Context: an optimization exercise on an open-source flow, tuned for small area, a short achievable clock period and few clock cycles. The choices shown serve that exercise and are no tape-out recipe. The RTL was checked by simulation tests, not by an equivalence proof against the original design. No activity file was given, so power comes from the tool's default toggle rates.

--- design/flow/run.sh ---
#!/bin/bash
# synth_recipe.tcl (not shown) runs the flow's synth.tcl, then flattens the netlist and writes it again
# the make line also repeats each setting of config.mk as NAME=value (left out here)
make -C /OpenROAD-flow-scripts/flow DESIGN_CONFIG=/design/flow/config.mk WORK_HOME=/design/flow/orfs CLKGATE_MAP_FILE= SYNTH_SCRIPT=/design/flow/synth_recipe.tcl finish
--- design/flow/config.mk ---
export PLATFORM = sky130hd
export DESIGN_NAME = bod_framer
export DESIGN_NICKNAME = bod_framer
export VERILOG_FILES = /design/flow/design.v
export SDC_FILE = /design/flow/constraint.sdc
export NUM_CORES = 4
export LEC_CHECK = 0
export CAP_MARGIN = 20
export CORE_MARGIN = 2
export CORE_UTILIZATION = 50
export CTS_BUF_LIST = sky130_fd_sc_hd__clkbuf_16
export CTS_CLUSTER_DIAMETER = 70
export CTS_CLUSTER_SIZE = 22
export SETUP_SLACK_MARGIN = 5
export SLEW_MARGIN = 20
export SYNTH_HIERARCHICAL = 1
export SYNTH_MINIMUM_KEEP_SIZE = 0
--- design/flow/constraint.sdc ---
create_clock -name core_clock -period 10.0 [get_ports {clk}]
set_input_delay 2.0000 -clock core_clock [delete_from_list [all_inputs] [get_ports {clk}]]
set_output_delay 2.0000 -clock core_clock [all_outputs]
set_load 0.01 [all_outputs]
--- design/flow/design.v ---
module bod_framer #(
    parameter FB_CAP    = 64,       
    parameter MAX_FRAME = 80,       
    parameter [7:0] DATA_TERM = 8'h03
) (
    input  wire       clk,
    input  wire       rst,
    input  wire       cp_req_valid,
    output wire       cp_req_ready,
    input  wire [7:0] cp_req_data,
    output wire       cp_rsp_valid,
    input  wire       cp_rsp_ready,
    output wire [7:0] cp_rsp_data
);
    localparam AW = $clog2(FB_CAP);
    localparam DB = MAX_FRAME - 1;       
    localparam [7:0] OP_ENC = 8'h20, OP_DEC = 8'h21, OP_FBPUSH = 8'h30,
                     OP_VALIDATE = 8'h31, OP_FBCLEAR = 8'h32, OP_BVAL = 8'h40,
                     OP_BDATA = 8'h41, OP_STAT = 8'h60;
    localparam [7:0] ST_OK = 8'h00, ST_NEED = 8'h01, ST_CSUM = 8'h02,
                     ST_FULL = 8'h05, ST_TOO_LONG = 8'h06, ST_BAD_DIGIT = 8'h07,
                     ST_NONCANON = 8'h08, ST_ILLEGAL = 8'h0F;
    localparam [7:0] STX = 8'h02, ETX = 8'h03;
    localparam [2:0] S_OPC = 3'd0, S_OPND = 3'd1, S_LEN = 3'd2, S_DATA = 3'd3,
                     S_WAITV = 3'd4, S_RESP = 3'd5;
    localparam [2:0] C_ENC = 3'd0, C_DEC = 3'd1, C_PUSH = 3'd2, C_VAL = 3'd3,
                     C_BVAL = 3'd4, C_BDATA = 3'd5, C_STAT = 3'd6, C_ONE = 3'd7;
    reg [2:0]  state;
    reg [2:0]  cls;
    reg        ready_r, valid_r;
    reg [7:0]  out_q;            
    reg [7:0]  cnt;              
    reg [6:0]  ptr;              
    reg [3:0]  idx;              
    reg        err;              
    reg [7:0]  r1, r2, r3;       
    reg [7:0]    fbuf [0:FB_CAP-1];
    reg [AW-1:0] fb_head;
    reg [AW:0]   fb_len;
    reg [15:0]   cerr;
    reg [7:0] dbuf [0:DB-1];
    reg          sc_found;       
    reg          sc_stx;         
    reg          sc_apend;       
    reg [AW:0]   sc_off;         
    reg [AW-1:0] sc_ptr;         
    reg [AW-1:0] sc_s;           
    reg [6:0]    sc_flen;        
    reg [7:0]    sc_x;           
    reg [7:0]    sc_prev;        
    reg [7:0]    sc_a;           
    assign cp_req_ready = ready_r & ~rst;
    assign cp_rsp_valid = valid_r & ~rst;
    assign cp_rsp_data  = out_q;
    wire req_fire = cp_req_valid & ready_r;
    wire rsp_fire = cp_rsp_ready & valid_r;
    wire [7:0] din = cp_req_data;
    wire [7:0] w3 = dbuf[0], w2 = dbuf[1], w1 = dbuf[2], w0 = dbuf[3];
    wire [7:0] enc0 = {1'b0, {3{w3[7]}}, w3[7:4]} + 8'd32;
    wire [7:0] enc1 = {1'b0, w3[3:0], w2[7:5]} + 8'd32;
    wire [7:0] enc2 = {1'b0, w2[4:0], w1[7:6]} + 8'd32;
    wire [7:0] enc3 = {1'b0, w1[5:0], w0[7]} + 8'd32;
    wire [7:0] enc4 = {1'b0, w0[6:0]} + 8'd32;
    wire [7:0] bval_k = (enc0 ^ enc1 ^ enc2 ^ enc3 ^ enc4) | 8'h80;
    function digit_ok(input [7:0] d);
        digit_ok = (d >= 8'd32) && (d <= 8'd159);
    endfunction
    wire [6:0] g0 = dbuf[0][6:0] - 7'd32;
    wire [6:0] g1 = dbuf[1][6:0] - 7'd32;
    wire [6:0] g2 = dbuf[2][6:0] - 7'd32;
    wire [6:0] g3 = dbuf[3][6:0] - 7'd32;
    wire [6:0] g4 = dbuf[4][6:0] - 7'd32;
    wire [31:0] dec_val = {g0[3:0], g1, g2, g3, g4};
    wire dec_bad = !(digit_ok(dbuf[0]) && digit_ok(dbuf[1]) && digit_ok(dbuf[2]) &&
                     digit_ok(dbuf[3]) && digit_ok(din));
    wire [6:0] dg0 = dbuf[0][6:0] - 7'd32;
    wire dec_canon = (dg0[6:3] == 4'b0000) || (dg0[6:3] == 4'b1111);
    reg rd_rsp;
    wire [AW-1:0] rd_addr = rd_rsp ? ptr[AW-1:0] : sc_ptr;
    wire [8*FB_CAP-1:0] fb_flat;
    genvar gi;
    generate for (gi = 0; gi < FB_CAP; gi = gi + 1) begin : g_fb
        assign fb_flat[8*gi +: 8] = fbuf[gi];
    end endgenerate
    wire [7:0] rd_b;
    wire [8*DB-1:0] db_flat;
    generate for (gi = 0; gi < DB; gi = gi + 1) begin : g_db
        assign db_flat[8*gi +: 8] = dbuf[gi];
    end endgenerate
    wire [7:0] rd_d;
    reg [DB-1:0] dsel;                   
    always @(*)
        for (si = 0; si < DB; si = si + 1) dsel[si] = (ptr == si);
    bod_framer_rdport #(.N(DB)) u_db_rd (.mem(db_flat), .sel(dsel), .q(rd_d));
    reg [FB_CAP-1:0] fsel;               
    integer si;
    always @(*)
        for (si = 0; si < FB_CAP; si = si + 1) fsel[si] = (rd_addr == si);
    bod_framer_rdport #(.N(FB_CAP)) u_fb_rd (.mem(fb_flat), .sel(fsel), .q(rd_b));
    wire sc_idle = sc_found || (sc_off == fb_len);
    wire val_go = sc_idle && ((state == S_OPC && req_fire && din == OP_VALIDATE) ||
                              state == S_WAITV);
    wire sc_step = !sc_found && (sc_off != fb_len) && !rd_rsp;
    wire [7:0] sc_kc = sc_apend ? 8'h80 : ((sc_x ^ sc_prev) | 8'h80);
    wire sc_ok = (sc_kc == sc_prev);
    wire [AW-1:0] fb_tail = fb_head + fb_len[AW-1:0];
    wire fb_full = fb_len[AW];
    reg [7:0] nxt;
    always @(*) begin
        nxt = 8'h00;
        case (cls)
        C_ENC: case (idx)
            4'd0: nxt = enc0;
            4'd1: nxt = enc1;
            4'd2: nxt = enc2;
            4'd3: nxt = enc3;
            default: nxt = enc4;
            endcase
        C_DEC: if (!err) case (idx)
            4'd0: nxt = dec_val[31:24];
            4'd1: nxt = dec_val[23:16];
            4'd2: nxt = dec_val[15:8];
            default: nxt = dec_val[7:0];
            endcase
        C_PUSH: nxt = {1'b0, ptr};
        C_VAL: if (idx >= 4'd4) begin
                if (cnt == 8'd1) nxt = ETX;
                else if (cnt == 8'd2) nxt = r3;
                else if (idx == 4'd4) nxt = STX;
                else if (idx == 4'd5) nxt = r1;
                else nxt = rd_b;
            end else case (idx)
            4'd0: nxt = r1;
            4'd1: nxt = err ? r2 : ((r1 < 8'd10) ? 8'hFF : 8'h00);
            4'd2: nxt = r1 - 8'd10;
            default: nxt = r2;
            endcase
        C_BVAL: case (idx)
            4'd0: nxt = 8'h08;
            4'd1: nxt = STX;
            4'd2: nxt = enc0;
            4'd3: nxt = enc1;
            4'd4: nxt = enc2;
            4'd5: nxt = enc3;
            4'd6: nxt = enc4;
            4'd7: nxt = bval_k;
            default: nxt = ETX;
            endcase
        C_BDATA: if (idx == 4'd0) nxt = {1'b0, ptr} + 8'd1;
            else if (cnt == 8'd1) nxt = DATA_TERM;
            else nxt = rd_d;
        C_STAT: case (idx)
            4'd0: nxt = {1'b0, fb_len};
            4'd1: nxt = cerr[15:8];
            4'd2: nxt = cerr[7:0];
            default: nxt = 8'h00;
            endcase
        default: nxt = 8'h00;
        endcase
    end
    integer wi;
    always @(posedge clk) begin
        if (state == S_DATA && cls == C_PUSH && !fb_full)
            fbuf[fb_tail] <= din;
        for (wi = 0; wi < DB; wi = wi + 1)
            if (dsel[wi] && (state == S_OPND || (state == S_DATA && cls == C_BDATA && !err)))
                dbuf[wi] <= din;
    end
    always @(posedge clk) begin
        if (rst) begin
            state    <= S_OPC;
            rd_rsp   <= 1'b0;
            ready_r  <= 1'b1;
            valid_r  <= 1'b0;
            fb_head  <= {AW{1'b0}};
            fb_len   <= {(AW+1){1'b0}};
            cerr     <= 16'd0;
            sc_found <= 1'b0;
            sc_stx   <= 1'b0;
            sc_apend <= 1'b0;
            sc_off   <= {(AW+1){1'b0}};
            sc_ptr   <= {AW{1'b0}};
        end else begin
            if (sc_step) begin
                sc_off <= sc_off + 1'b1;
                sc_ptr <= sc_ptr + 1'b1;
                sc_flen <= sc_flen + 7'd1;
                if (!(rd_b == ETX && sc_stx)) sc_prev <= rd_b;
                if (rd_b == STX) begin
                    sc_stx <= 1'b1;
                    sc_apend <= 1'b1;
                    sc_s <= sc_ptr;
                    sc_flen <= 7'd1;
                    sc_x <= 8'd0;
                end else if (rd_b == ETX && sc_stx) begin
                    sc_found <= 1'b1;
                end else begin
                    sc_x <= sc_x ^ rd_b;
                    if (sc_apend) begin
                        sc_a <= rd_b;
                        sc_apend <= 1'b0;
                    end
                end
            end
            case (state)
            S_OPC: if (req_fire) begin
                ptr <= 7'd0;
                idx <= 4'd0;
                case (din)
                OP_ENC, OP_BVAL: begin
                    cls <= (din == OP_ENC) ? C_ENC : C_BVAL;
                    cnt <= 8'd4;
                    state <= S_OPND;
                end
                OP_DEC: begin
                    cls <= C_DEC;
                    cnt <= 8'd5;
                    state <= S_OPND;
                end
                OP_FBPUSH, OP_BDATA: begin
                    cls <= (din == OP_FBPUSH) ? C_PUSH : C_BDATA;
                    state <= S_LEN;
                end
                OP_VALIDATE: begin
                    cls <= C_VAL;
                    ready_r <= 1'b0;
                    state <= S_WAITV;
                end
                OP_STAT: begin
                    cls <= C_STAT;
                    ready_r <= 1'b0;
                    valid_r <= 1'b1;
                    out_q <= ST_OK;
                    cnt <= 8'd5;
                    state <= S_RESP;
                end
                default: begin   
                    cls <= C_ONE;
                    ready_r <= 1'b0;
                    valid_r <= 1'b1;
                    out_q <= (din == OP_FBCLEAR) ? ST_OK : ST_ILLEGAL;
                    cnt <= 8'd0;
                    state <= S_RESP;
                    if (din == OP_FBCLEAR) begin
                        fb_len <= {(AW+1){1'b0}};
                        sc_found <= 1'b0;
                        sc_stx <= 1'b0;
                        sc_apend <= 1'b0;
                        sc_off <= {(AW+1){1'b0}};
                        sc_ptr <= fb_head;
                    end
                end
                endcase
            end
            S_OPND: if (req_fire) begin
                ptr <= ptr + 7'd1;
                cnt <= cnt - 8'd1;
                if (cnt == 8'd1) begin
                    ready_r <= 1'b0;
                    valid_r <= 1'b1;
                    state <= S_RESP;
                    case (cls)
                    C_DEC: begin
                        err <= dec_bad;
                        out_q <= dec_bad ? ST_BAD_DIGIT : (dec_canon ? ST_OK : ST_NONCANON);
                        cnt <= 8'd4;
                    end
                    C_ENC: begin out_q <= ST_OK; cnt <= 8'd5; end
                    default: begin out_q <= ST_OK; cnt <= 8'd9; end
                    endcase
                end
            end
            S_LEN: if (req_fire) begin
                cnt <= din;
                err <= (cls == C_BDATA) && (din >= MAX_FRAME);
                if (din == 8'd0) begin
                    ready_r <= 1'b0;
                    valid_r <= 1'b1;
                    out_q <= ST_OK;
                    cnt <= (cls == C_PUSH) ? 8'd1 : 8'd2;
                    state <= S_RESP;
                end else
                    state <= S_DATA;
            end
            S_DATA: if (req_fire) begin
                cnt <= cnt - 8'd1;
                if (cls == C_PUSH) begin
                    if (fb_full) err <= 1'b1;
                    else begin
                        fb_len <= fb_len + 1'b1;
                        ptr <= ptr + 7'd1;
                    end
                end else if (!err)
                    ptr <= ptr + 7'd1;
                if (cnt == 8'd1) begin
                    ready_r <= 1'b0;
                    valid_r <= 1'b1;
                    state <= S_RESP;
                    if (cls == C_PUSH) begin
                        out_q <= (err || fb_full) ? ST_FULL : ST_OK;
                        cnt <= 8'd1;
                    end else begin
                        out_q <= err ? ST_TOO_LONG : ST_OK;
                        cnt <= err ? 8'd0 : {1'b0, ptr} + 8'd3;
                    end
                end
            end
            S_RESP: if (rsp_fire) begin
                if (cnt == 8'd0) begin
                    rd_rsp <= 1'b0;
                    valid_r <= 1'b0;
                    ready_r <= 1'b1;
                    state <= S_OPC;
                end else begin
                    out_q <= nxt;
                    cnt <= cnt - 8'd1;
                    rd_rsp <= (cls == C_VAL) && !err && (idx >= 4'd5) && (cnt > 8'd3);
                    if (idx != 4'd15) idx <= idx + 4'd1;
                    if (rd_rsp || (cls == C_BDATA && idx != 4'd0))
                        ptr <= ptr + 7'd1;
                    else if (cls == C_BDATA)
                        ptr <= 7'd0;
                end
            end
            S_WAITV: ;
            default: state <= S_OPC;
            endcase
            if (val_go) begin
                valid_r <= 1'b1;
                state <= S_RESP;
                if (sc_found) begin
                    fb_head <= sc_ptr;
                    fb_len <= fb_len - sc_off;
                    sc_found <= 1'b0;
                    sc_stx <= 1'b0;
                    sc_apend <= 1'b0;
                    sc_off <= {(AW+1){1'b0}};
                    ptr <= {1'b0, sc_s + 2'd2};
                    r3 <= sc_prev;
                    err <= !sc_ok;
                    if (sc_ok) begin
                        out_q <= ST_OK;
                        cnt <= {1'b0, sc_flen} + 8'd4;
                        r1 <= sc_a;
                        r2 <= {1'b0, sc_flen};
                    end else begin
                        out_q <= ST_CSUM;
                        cnt <= 8'd2;
                        r1 <= sc_kc;
                        r2 <= sc_prev;
                        if (cerr != 16'hFFFF) cerr <= cerr + 16'd1;
                    end
                end else begin
                    out_q <= ST_NEED;
                    cnt <= 8'd0;
                end
            end
        end
    end
endmodule
module bod_framer_rdport #(parameter N = 64) (
    input  wire [8*N-1:0] mem,
    input  wire [N-1:0]   sel,           
    output wire [7:0]     q
);
    localparam NT = (N - 1) / 3;         
    wire [8*NT-1:0] t_n;                 
    genvar t, b;
    generate for (t = 0; t < NT; t = t + 1) begin : g_t
        for (b = 0; b < 8; b = b + 1) begin : g_b
            bod_framer_ao222n u_ao (.a(mem[24*t+b]), .b(mem[24*t+8+b]), .c(mem[24*t+16+b]),
                                    .sa(sel[3*t]), .sb(sel[3*t+1]), .sc(sel[3*t+2]),
                                    .y_n(t_n[8*t+b]));
        end
    end endgenerate
    bod_framer_nandtree #(.NP(NT)) u_or (.t_n(t_n), .m(mem[8*N-1 -: 8]), .s(sel[N-1]), .q(q));
endmodule
module bod_framer_ao222n (
    input  wire a, b, c, sa, sb, sc,
    output wire y_n
);
    assign y_n = ~((a & sa) | (b & sb) | (c & sc));
endmodule
module bod_framer_nandtree #(parameter NP = 21) (
    input  wire [8*NP-1:0] t_n,
    input  wire [7:0]      m,
    input  wire            s,
    output reg  [7:0]      q
);
    integer i;
    always @(*) begin
        q = m & {8{s}};
        for (i = 0; i < NP; i = i + 1)
            q = q | ~t_n[8*i +: 8];
    end
endmodule
==> impl_metrics.csv <==
group,metric,value,unit
clock_network,root_buffer,"clkbuf_16",
yosys,synthesis.area,0.0515,mm^2
worst_hold_path,hp-class,"reg2reg",
route,drtAntennaViolNets,0,
sta,min_period,4.95,ns
route,drt-total-wl,147000,um
worst_hold_path,holdPathStages,2,
power,cellLeakagePower,17.1,nW
run_status,status,"no timing/DRC/antenna violations",
power,irDropWorstVdd,0.224,mV
placement,hpwlAfterDp,98200,um
critical_path,reg2reg_slack,5.05,ns
critical_path,critPathLaunchType,"flop",
die,die_x,325,um
die,ios,22,
layout,area_growth,8.77,%
placement,gp_congestion,0.985,
route,drt-pass1-iter-count,13,
global_routing,grt_pass1_vias,31900,
yosys,yosysWarningCount,10,
sta,hold_violations,0,
sta,setup_viol,0,
layout,fin_nets,3462,
critical_path,cp_max_fo,30,
worst_hold_path,hold_path.startpoint,"fb_head[2]$_SDFFE_PP0P_",
placement,place_ws,4.34,ns
power,power.density,199,mW/mm^2
route,avgViaCountPerCell,6.91,
die,core,0.102,mm^2
clock_network,path_clk_slew,0.09,ns
sta,max_freq,0.202,GHz
critical_path,cp_data_arrival_time,5.35,ns
placement,io_buffers,21,
critical_path,path_class,"reg2reg",
layout,largest_registers,"dbuf (632), fbuf (512), cerr (16)",
die,dieArea,0.106,mm^2
global_routing,gr-usage-all-layers,0.272,
global_routing,grt-ovfl-total,0,
critical_path,critical_path_required,10.41,ns
global_routing,grt_pass1_wl,215000,um
critical_path,r2r_end,"out_q[2]$_SDFFCE_PP0P_",
sta,rsz0062_at_grt,"false",
yosys,synth_top_area_cell,"edfxtp_1",
yosys,synth_edf_count,1235,
global_routing,grt_max_degree,123,
die,die_h,325,um
clock_network,cts_tree,"built",
clock_network,htree_levels,3,
die,initial_core_util,0.505,
critical_path,worst_setup_path_end_kind,"flop",
critical_path,reg2reg_depth,15,
route,post_drt_wl_per_cell,30.6,um
layout,nFillCells,8086,
sta,fin_ws,5.05,ns
layout,fin_util,0.549,
clock_network,cts_hold_buf,0,
route,drc,0,
critical_path,reg2reg_from,"rd_rsp$_SDFFE_PP0P_",
layout,drive_gt1_frac,0.0787,
yosys,syn_nets,3412,
route,dr_total_vias,33200,
clock_network,cts_made_buffers,78,
clock_network,clockBufferDepth,3,
layout,antennaDiodeCount,0,
sta,fin_crit_sh,0.495,
sta,holdWs,0.480,ns
sta,tns,0,ns
worst_hold_path,hold-path-endpoint,"fb_head[2]$_SDFFE_PP0P_",
yosys,netlist.area_leader.share,0.719,
yosys,synthTopCellsByArea,"edfxtp_1 (72%), a222oi_1 (7.6%), nor2_1 (3.0%)",
job,cap_violations,0,
layout,stdcell_area,0.0561,mm^2
sta,slew_headroom,0.286,
layout,largest_register,"dbuf",
die,num_rows,117,
yosys,ys_async_sr_fraction,0,
yosys,yosys_register_bits,1286,
clock_network,clkSinkCount,1286,
yosys,synthFlopType,"edfxtp_1",
sta,skew,0.0426,ns
yosys,synthCells,3357,
yosys,synth.avg_cell_area,15.4,um^2
yosys,ys_seq_area_frac,0.739,
global_routing,antenna_found_initial,3,
layout,largest_register_ffs,632,
route,drtIter0Drc,5723,
sta,slew_viol_final,0,
sta,worst_pin_slew,1.07,ns
clock_network,clkLatencyLatePin,0.70,ns
yosys,ys_types,85,
placement,place_area,0.0534,mm^2
## synth_stat cells (all sizes together), types with 40 or more instances
library cell and count:
dfxtp 51, edfxtp 1235, o21ai 65, nand3 62
nand4 107, xnor2 66, ha 41, a222oi 391
nor2 408, nand2 187, nor3 40, a21oi 69
inv 46, clkbuf 102
## worst max path at each step
stage,depth (start not counted),startpoint,slack (ns),endpoint
6_report,15,rd_rsp$_SDFFE_PP0P_,5.05,out_q[2]$_SDFFCE_PP0P_
5_1_grt,12,ptr[3]$_DFFE_PN_,4.99,sc_s[4]$_DFFE_PP_
4_1_cts,14,ptr[4]$_DFFE_PN_,4.92,out_q[2]$_SDFFCE_PP0P_
3_5_place_dp,13,ptr[2]$_DFFE_PN_,4.34,sc_x[5]$_SDFFCE_PP0P_
3_3_place_gp,14,ptr[2]$_DFFE_PN_,4.36,sc_apend$_SDFF_PP0_
2_1_floorplan,3,rst,5.34,cp_req_ready
## power by group
part / total, mW / switching (mW) / internal [mW]
registers: 6.09 / 0.0899 / 6.00
clock network: 3.32 / 1.78 / 1.54
logic: 1.73 / 1.22 / 0.505
## metal layers
layer,GRT usage,share of wire,up-vias
li1,-,-,14200
met1,0.396,0.41,16900
met2,0.433,0.47,1910
met3,0.0390,0.093,210
met4,0.0699,0.023,0
met5,0,0,-
## placed cells by master (no fill, tap or decap), drive strengths merged, types with 28 or more instances in the layout
master	count
o21ai	65
a211oi	36
xnor2	66
edfxtp	1235
ha	41
nor2	408
a21oi	69
nor3	40
dfxtp	51
clkbuf	83
nand3	62
nor4	32
buf	76
inv	64
nand2	187
a31oi	31
xor2	28
a222oi	391
nand4	107
## Yosys stat by module, one instance, submodules excluded, excerpt
| module | cells | times used | cell area (um^2) | flip-flops and latches |
|---|---|---|---|---|
| bod_framer_ao222n | 1 | 376 | 10.0 | 0 |
| bod_framer | 2819 | 1 | 46800 | 1286 |
## area by class of cell
type	count	area (um^2)	area share
Inverter	48	180	0.00321
Clock buffer	83	2080	0.0370
Multi-Input combinational cell	1905	13000	0.232
Clock inverter	32	294	0.00524
Sequential cell	1286	38100	0.680
Timing Repair Buffer	88	713	0.0127
Tap cell	1368	1710	0.0305
## cell families (layout without fill, tap and decap cells)
group | Yosys count | count (layout) | share of synthesized area
flops | 1286 | 1286 | 0.739
simple gates | 976 | 976 | 0.0895
compound gates | 768 | 768 | 0.127
buf+inv | 166 | 251 | 0.0125
xor+xnor | 96 | 96 | 0.0168
fa+ha+maj | 43 | 43 | 0.0107
mux | 22 | 22 | 0.00452
## timing repair
action                                 CTS  global route
setup buffers                            3            12
setup endpoints to repair               50            39
gates cloned                             0             0
resized for setup                       23            33
endpoints found under the hold margin    0             0
pin swaps                                1             7
## critical path, stage by stage, from the launching register on
cell	delay (ns)
dfxtp_1	0.32
buf_4	0.31
nor2_1	0.09
a32o_1	0.31
nand2_1	0.32
nor2_1	0.23
a222oi_1	0.63
nand4_1	0.27
nor4_4	0.51
nand2_4	0.21
nor2b_1	0.18
o21ai_0	0.16
a22oi_1	0.09
a311oi_1	0.25
nor4_1	0.10
or4b_2	0.66
## metrics by stage
stage,std cells,power [mW]
after floorplan,3357,7.11
after global placement,4680,7.83
after detailed placement,4680,7.85
after CTS,4798,11.1
after global routing,4810,11.5
final,4810,11.1
Testbench counts, summed over its fixed seeds: cycles 178,481.

-- what the ideal ports hide --
In the flow no input, the clock included, has a driving cell. The finished layout below was timed again as built, in two steps. Step 1: set_driving_cell puts a clkbuf_16 on clk and a buf_2 on each other input, an assumption about the parent block. Step 2 moves the port delays by t, midway between the first and last clock arrival at a register: inputs arrive t later, outputs are due t later. That takes back most of the time a late clock gives input paths. Three values: ideal ports, drivers, drivers and shift; two values: the first two.
shift t [ns]: 0.758
setup WS [ns]: 5.054 / 5.054 / 4.566
clock arrival spread, ns: 0.045 / 0.045
After both steps this run still meets setup and hold. The setup slack of this run moves by 0.000 ns with the drivers and by -0.488 ns with both steps.
